Source: an optimization exercise on an open RTL-to-GDS flow (aim: small area and a short achievable clock period). Production flows keep margins and buffers that such runs may drop. Where RTL was checked, it was by simulation tests only, not by an equivalence proof against the original. No activity file was given, so power comes from the tool's default toggle rates.

==> 06-15: inputs <==
==> flow/design.v (excerpt) <==
module ava_core (
    input  wire        clk,
    input  wire        rst,           
    input  wire [15:0] prog_len,      
    output wire [15:0] prog_addr,     
    input  wire [7:0]  prog_data,     
    output reg  [31:0] stk_w_data,
    output reg         stk_w_valid,
    input  wire        stk_w_ready,
    input  wire [31:0] stk_r_data,
    input  wire        stk_r_valid,
    output reg         stk_r_ready,
    output reg  [7:0]  out_data,
    output reg         out_valid,
    input  wire        out_ready,
    output wire        halt,
    output wire        fault,
    output wire [2:0]  cause,
    output wire        push_lost,
    output wire        out_lost
);
export LEC_CHECK = 0
export CAP_MARGIN = 20
export CORE_MARGIN = 2
export CORE_UTILIZATION = 55
export SETUP_SLACK_MARGIN = 4.7
export SLEW_MARGIN = 20
export SYNTH_HIERARCHICAL = 1
create_clock -name core_clock -period 10.0 [get_ports {clk}]
standard.sh (not shown) runs the stock make flow with config.mk's settings and CLKGATE_MAP_FILE= SYNTH_SCRIPT=/design/flow/synth_recipe.tcl, a recipe that flattens the netlist after the stock synthesis.
==> flow/flow/run.sh <==
#!/bin/bash
# The standard layout, with plain buffers (not delay cells) on the ports.
set -euo pipefail
export BUFFER_PORTS_ARGS="-buffer_cell sky130_fd_sc_hd__buf_2"
bash standard.sh finish > standard_flow.log 2>&1
==> 07-23 (differences from 06-15) <==
--- a/flow/design.v
+++ b/flow/design.v
@@ -563,31 +563,18 @@
         case (fb1[1:0])
             2'd0: slot_rd = slot0;
             2'd1: slot_rd = slot1;
             2'd2: slot_rd = slot2;
             default: slot_rd = slot3;
         endcase
     end
-    wire pop_any = s_letw || s_print || s_alu1 || s_alu3;
-    wire dec_lf_n, rq_n1, rq_n2, rq_n3, rq_n4, rq_dec, rq_prt, rq_let, rq_pop, rq_ready, rq_out;
-    ava_nor3  rq_g1 (.a(fb[6]), .b(fb[5]), .c(fb[4]), .y(rq_n1));
-    ava_nor3  rq_g2 (.a(fb[3]), .b(fb[2]), .c(fb[0]), .y(rq_n2));
-    ava_nor3  rq_g3 (.a(fb[7]), .b(fb[6]), .c(fb[5]), .y(rq_n3));
-    ava_nor3  rq_g4 (.a(fb[4]), .b(fb[3]), .c(fb[2]), .y(rq_n4));
-    ava_and3  rq_g5 (.a(fb[7]), .b(fb[1]), .c(s_dec), .y(dec_lf_n));
-    ava_nand3 rq_g6 (.a(rq_n1), .b(rq_n2), .c(dec_lf_n), .y(rq_dec));
-    ava_nand2 rq_g7 (.a(s_print), .b(stk_r_valid), .y(rq_prt));
-    ava_nand2 rq_g8 (.a(rq_dec), .b(rq_prt), .y(rq_out));
-    ava_nand4 rq_g9 (.a(stk_r_valid), .b(s_let1), .c(rq_n3), .d(rq_n4), .y(rq_let));
-    ava_nand2 rq_g10 (.a(stk_r_valid), .b(pop_any), .y(rq_pop));
-    ava_nand2 rq_g11 (.a(rq_let), .b(rq_pop), .y(rq_ready));
     always @(*) begin
         stk_w_valid = s_pi2 || s_pv3 || s_alu4;
-        stk_r_ready = rq_ready;
-        out_valid   = rq_out;
+        stk_r_ready = stk_r_valid && (let_ok || s_print || s_alu1 || s_alu3);
+        out_valid   = (s_dec && fb == OPC_PRINT_LF) || (s_print && stk_r_valid);
         out_data    = s_print ? {stk_r_data[7:4] + 4'd3, stk_r_data[3:0]} : 8'h0a;
         if (s_pi2)
             stk_w_data = {16'd0, fb, fb1};
         else if (s_pv3)
             stk_w_data = slot_rd;
         else
             stk_w_data = alu_result;
@@ -738,22 +725,7 @@
 endmodule
 module ava_gc (
     input  wire g1, p1, g0,
     output wire g
 );
     assign g = g1 | (p1 & g0);
 endmodule
-module ava_nor3 (input wire a, b, c, output wire y);
-    assign y = ~(a | b | c);
-endmodule
-module ava_and3 (input wire a, b, c, output wire y);
-    assign y = a & b & c;
-endmodule
-module ava_nand2 (input wire a, b, output wire y);
-    assign y = ~(a & b);
-endmodule
-module ava_nand3 (input wire a, b, c, output wire y);
-    assign y = ~(a & b & c);
-endmodule
-module ava_nand4 (input wire a, b, c, d, output wire y);
-    assign y = ~(a & b & c & d);
-endmodule
==> qor_table.md <==
| Parameter | This run | Unit |
|---|---|---|
| Outcome | complete, no violations | - |
| Power attributed to combinational cells | 0.00331 | W |
| Wire length on met1 | 21,400 | µm |
| Largest net degree at the start of global routing | 36 | - |
Source of the figures above: 06-15

==> qor_table.md <==
| Parameter | This run | Unit |
|---|---|---|
| Outcome | complete, no violations | - |
| Largest net degree at the start of global routing | 43 | - |
| Wire length on met1 | 20,000 | µm |
| Power attributed to combinational cells | 0.00360 | W |
Source of the figures above: 07-23

No run of this note included a check of the RTL's function; only the layout flow was run.

========
==> try-xenon <==
ava_core, a different RTL version from the one above (not shown whole).
export LEC_CHECK = 0
export CAP_MARGIN = 20
export CORE_MARGIN = 2
export CORE_UTILIZATION = 65
export PLACE_DENSITY = 0.72
export SETUP_SLACK_MARGIN = 4.7
export SLEW_MARGIN = 20
export SYNTH_HIERARCHICAL = 1
create_clock -name core_clock -period 10.0 [get_ports {clk}]
==> flow/flow/run.sh <==
#!/bin/bash
# The standard layout, with plain buffers (not delay cells) on the ports and
# a clock tree of smaller leaf buffers.
set -euo pipefail
export BUFFER_PORTS_ARGS="-buffer_cell sky130_fd_sc_hd__buf_2"
export CTS_ARGS="-sink_clustering_enable -repair_clock_nets -root_buf sky130_fd_sc_hd__clkbuf_16 -buf_list {sky130_fd_sc_hd__clkbuf_8} -sink_clustering_size 10 -sink_clustering_max_diameter 50 -sink_clustering_buffer sky130_fd_sc_hd__clkbuf_4 -dont_use_dummy_load"
bash standard.sh finish > standard_flow.log 2>&1
==> inputs of try-juniper, as changes to try-xenon <==
--- a/flow/design.v
+++ b/flow/design.v
@@ -46,19 +46,17 @@
     localparam [2:0] C_UNKNOWN   = 3'd2;
     localparam [2:0] C_TRUNC     = 3'd6;
     localparam [2:0] C_BADSLOT   = 3'd7;
     reg  [3:0]  st;
     reg  [15:0] pc;
     reg  [7:0]  fb1;       
     reg         op_mul;
     reg  [15:0] opb;
-    reg  [31:8] csx, csy;  
-    reg  [7:0]  lo_sum;    
-    reg         lo_cy;     
+    reg  [31:0] csx, csy;  
     reg  [2:0]  cause_r;
     reg         push_lost_r;
     reg         out_lost_r;
     reg  [31:0] slot0, slot1, slot2, slot3;
     wire [7:0] fb = prog_data;
     assign prog_addr = pc;
     assign halt      = (cause_r != C_NONE);
     assign fault     = cause_r[2];
@@ -397,80 +395,52 @@
     assign cs_x[28] = s28_91;
     assign cs_y[28] = k27_90;
     assign cs_x[29] = h29_19;
     assign cs_y[29] = k28_91;
     assign cs_x[30] = ~pp7[16];
     assign cs_y[30] = g29_19;
     assign cs_x[31] = 1'b1;
     assign cs_y[31] = 1'b0;
-    wire [31:0] cs_p = cs_x ^ cs_y;
-    wire [31:0] cs_g = cs_x & cs_y;
-    wire [8:0]  lo_c;
-    assign lo_c[0] = 1'b0;
-    assign lo_c[1] = cs_g[0];
-    genvar lg;
-    generate
-        for (lg = 1; lg < 8; lg = lg + 1) begin : lo_ripple
-            ava_gc lo_cell (.g1(cs_g[lg]), .p1(cs_p[lg]), .g0(lo_c[lg]), .g(lo_c[lg + 1]));
-        end
-    endgenerate
-    reg  [23:0] ks_p, ks_g;
-    reg  [31:0] alu_result;
+    reg  [31:0] ks_p, ks_g, alu_result;
     integer ki;
     always @(*) begin
         ks_p = csx;
         ks_g = csy;
-        ks_g[0] = csy[8] | (csx[8] & lo_cy);
-        for (ki = 1; ki < 24; ki = ki * 2) begin
+        for (ki = 1; ki < 32; ki = ki * 2) begin
             ks_g = ks_g | (ks_p & (ks_g << ki));
-            ks_p = ks_p & ((ks_p << ki) | ((24'd1 << ki) - 24'd1));
+            ks_p = ks_p & ((ks_p << ki) | ((32'd1 << ki) - 32'd1));
         end
-        alu_result = {csx ^ {ks_g[22:0], lo_cy}, lo_sum};
+        alu_result = csx ^ {ks_g[30:0], 1'b0};
     end
     reg [31:0] slot_rd;
     always @(*) begin
         case (fb1[1:0])
             2'd0: slot_rd = slot0;
             2'd1: slot_rd = slot1;
             2'd2: slot_rd = slot2;
             default: slot_rd = slot3;
         endcase
     end
-    wire pop_any = s_letw || s_print || s_alu1 || s_alu3;
-    wire dec_lf_n, rq_n1, rq_n2, rq_n3, rq_n4, rq_dec, rq_prt, rq_let, rq_pop, rq_ready, rq_out;
-    ava_nor3  rq_g1 (.a(fb[6]), .b(fb[5]), .c(fb[4]), .y(rq_n1));
-    ava_nor3  rq_g2 (.a(fb[3]), .b(fb[2]), .c(fb[0]), .y(rq_n2));
-    ava_nor3  rq_g3 (.a(fb[7]), .b(fb[6]), .c(fb[5]), .y(rq_n3));
-    ava_nor3  rq_g4 (.a(fb[4]), .b(fb[3]), .c(fb[2]), .y(rq_n4));
-    ava_and3  rq_g5 (.a(fb[7]), .b(fb[1]), .c(s_dec), .y(dec_lf_n));
-    ava_nand3 rq_g6 (.a(rq_n1), .b(rq_n2), .c(dec_lf_n), .y(rq_dec));
-    ava_nand2 rq_g7 (.a(s_print), .b(stk_r_valid), .y(rq_prt));
-    ava_nand2 rq_g8 (.a(rq_dec), .b(rq_prt), .y(rq_out));
-    ava_nand4 rq_g9 (.a(stk_r_valid), .b(s_let1), .c(rq_n3), .d(rq_n4), .y(rq_let));
-    ava_nand2 rq_g10 (.a(stk_r_valid), .b(pop_any), .y(rq_pop));
-    ava_nand2 rq_g11 (.a(rq_let), .b(rq_pop), .y(rq_ready));
     always @(*) begin
         stk_w_valid = s_pi2 || s_pv3 || s_alu4;
-        stk_r_ready = rq_ready;
-        out_valid   = rq_out;
+        stk_r_ready = stk_r_valid && (let_ok || s_print || s_alu1 || s_alu3);
+        out_valid   = (s_dec && fb == OPC_PRINT_LF) || (s_print && stk_r_valid);
         out_data    = s_print ? {stk_r_data[7:4] + 4'd3, stk_r_data[3:0]} : 8'h0a;
         if (s_pi2)
             stk_w_data = {16'd0, fb, fb1};
         else if (s_pv3)
             stk_w_data = slot_rd;
         else
             stk_w_data = alu_result;
     end
     wire at_end = ({pc[15:1], pc[0] | s_init} == prog_len);
     always @(posedge clk) begin
-        csx <= cs_p[31:8];
-        csy <= cs_g[31:8];
-        lo_sum <= cs_p[7:0] ^ lo_c[7:0];
-        lo_cy <= lo_c[8];
+        csx <= cs_x ^ cs_y;
+        csy <= cs_x & cs_y;
         fb1[7:2] <= fb[7:2];
         if (!(s_letw || s_pv2))
             fb1[1:0] <= fb[1:0];
         if (s_alu1)
             opb <= stk_r_data[15:0];
         if (s_dec)
             op_mul <= fb[0];
     end
@@ -594,26 +564,8 @@
                 2'd0: slot0 <= stk_r_data;
                 2'd1: slot1 <= stk_r_data;
                 2'd2: slot2 <= stk_r_data;
                 default: slot3 <= stk_r_data;
             endcase
         end
     end
 endmodule
-module ava_gc (input wire g1, p1, g0, output wire g);
-    assign g = g1 | (p1 & g0);
-endmodule
-module ava_nor3 (input wire a, b, c, output wire y);
-    assign y = ~(a | b | c);
-endmodule
-module ava_and3 (input wire a, b, c, output wire y);
-    assign y = a & b & c;
-endmodule
-module ava_nand2 (input wire a, b, output wire y);
-    assign y = ~(a & b);
-endmodule
-module ava_nand3 (input wire a, b, c, output wire y);
-    assign y = ~(a & b & c);
-endmodule
-module ava_nand4 (input wire a, b, c, d, output wire y);
-    assign y = ~(a & b & c & d);
-endmodule
==> flow/flow/run.sh (replaced) <==
#!/bin/bash
# The standard layout, with plain buffers (not delay cells) on the ports.
set -euo pipefail
export BUFFER_PORTS_ARGS="-buffer_cell sky130_fd_sc_hd__buf_2"
bash standard.sh finish > standard_flow.log 2>&1
==> flow/config.mk (replaced) <==
export PLATFORM = sky130hd
export DESIGN_NAME = ava_core
export DESIGN_NICKNAME = ava_core
export VERILOG_FILES = /design/flow/design.v
export SDC_FILE = /design/flow/constraint.sdc
export NUM_CORES = 4
export LEC_CHECK = 0
export ABC_CLOCK_PERIOD_IN_PS = 4500
export CAP_MARGIN = 20
export CORE_MARGIN = 2
export CORE_UTILIZATION = 55
export SETUP_SLACK_MARGIN = 5
export SLEW_MARGIN = 20
==> notes <==
- Between try-xenon and try-juniper, the lower clock-buffer cell count is in try-xenon (gap 4).
- Against try-juniper, the die area of try-xenon is smaller by about 17%.
- Between try-juniper and try-xenon, the lower sequential share of layout area is in try-juniper (gap 2.0 points).
- In try-juniper the combinational power is larger than in try-xenon, by about 16%.
- Global-route usage: try-xenon is higher than try-juniper (2.2 points).
- Of try-xenon and try-juniper, try-xenon has the higher utilization (gap 6.2 points).
- Against try-juniper, the hold slack of try-xenon is worse by 0.0032 ns.
- Against try-juniper, the clock skew of try-xenon is higher by 0.056 ns.
==> figures <==
Outcome: try-juniper no timing/DRC/antenna violations; try-xenon no timing/DRC/antenna violations
Vias in the first global route: try-juniper 12.3k; try-xenon 11.9k
Simple-gate share of the synthesized area: try-juniper 0.0948; try-xenon 0.0932
Detailed-router iteration count before antenna repair: try-juniper 7; try-xenon 6
Global-route usage over all layers: try-juniper 0.306; try-xenon 0.328
Area of the core: try-juniper 28900 µm²; try-xenon 24200 µm²
Reg-to-reg setup timing slack: try-juniper 5.15 ns; try-xenon 5.18 ns
Syn_nets: try-juniper 1774; try-xenon 1720
Detailed router's first-iteration violation count: try-juniper 1275; try-xenon 1206
Worst voltage drop across the vdd grid: try-juniper 0.312 mV; try-xenon 0.166 mV
Internal power: try-juniper 3350 µW; try-xenon 2710 µW
Power Combinational: try-juniper 3610 µW; try-xenon 3120 µW
Area of the mapped netlist: try-juniper 16200 µm²; try-xenon 15900 µm²
Share of power burned in combinational logic: try-juniper 0.597; try-xenon 0.631
Worst setup slack after placement: try-juniper 4.58 ns; try-xenon 4.47 ns
Via Count: try-juniper 12.8k; try-xenon 12.3k
Fraction of area in multi-input gates: try-juniper 0.500; try-xenon 0.525
Seq/Total Area, Yosys: try-juniper 0.387; try-xenon 0.386

==> port drivers added, routing unchanged <==
How much do the figures lean on ideal ports? The routed layouts below were timed once more, with nothing changed but the port constraints.
Step 1 assumes that a clkbuf_16 drives the clock port and a buf_2 every other input.
Step 2 also shifts input and output timing later by t, the mid clock arrival at the registers, as if the neighbouring blocks saw the same clock.
Slacks: no drivers / after step 1 / after step 2; pairs: no drivers / after step 1.
| run | shift t [ns] | setup slack, ns | clock arrival spread, ns |
|---|---|---|---|
| 06-15 | 0.611 | 4.711 / 4.690 / 4.546 | 0.012 / 0.013 |
| 07-23 | 0.600 | 4.770 / 4.731 / 4.511 | 0.020 / 0.020 |
| try-xenon | 0.528 | 4.724 / 4.673 / 4.547 | 0.076 / 0.076 |
| try-juniper | 0.601 | 4.801 / 4.764 / 4.430 | 0.012 / 0.012 |
After both steps every run listed still meets setup and hold. The setup slack of try-juniper, which loses most, moves by -0.037 ns with the drivers and by -0.371 ns with both steps.
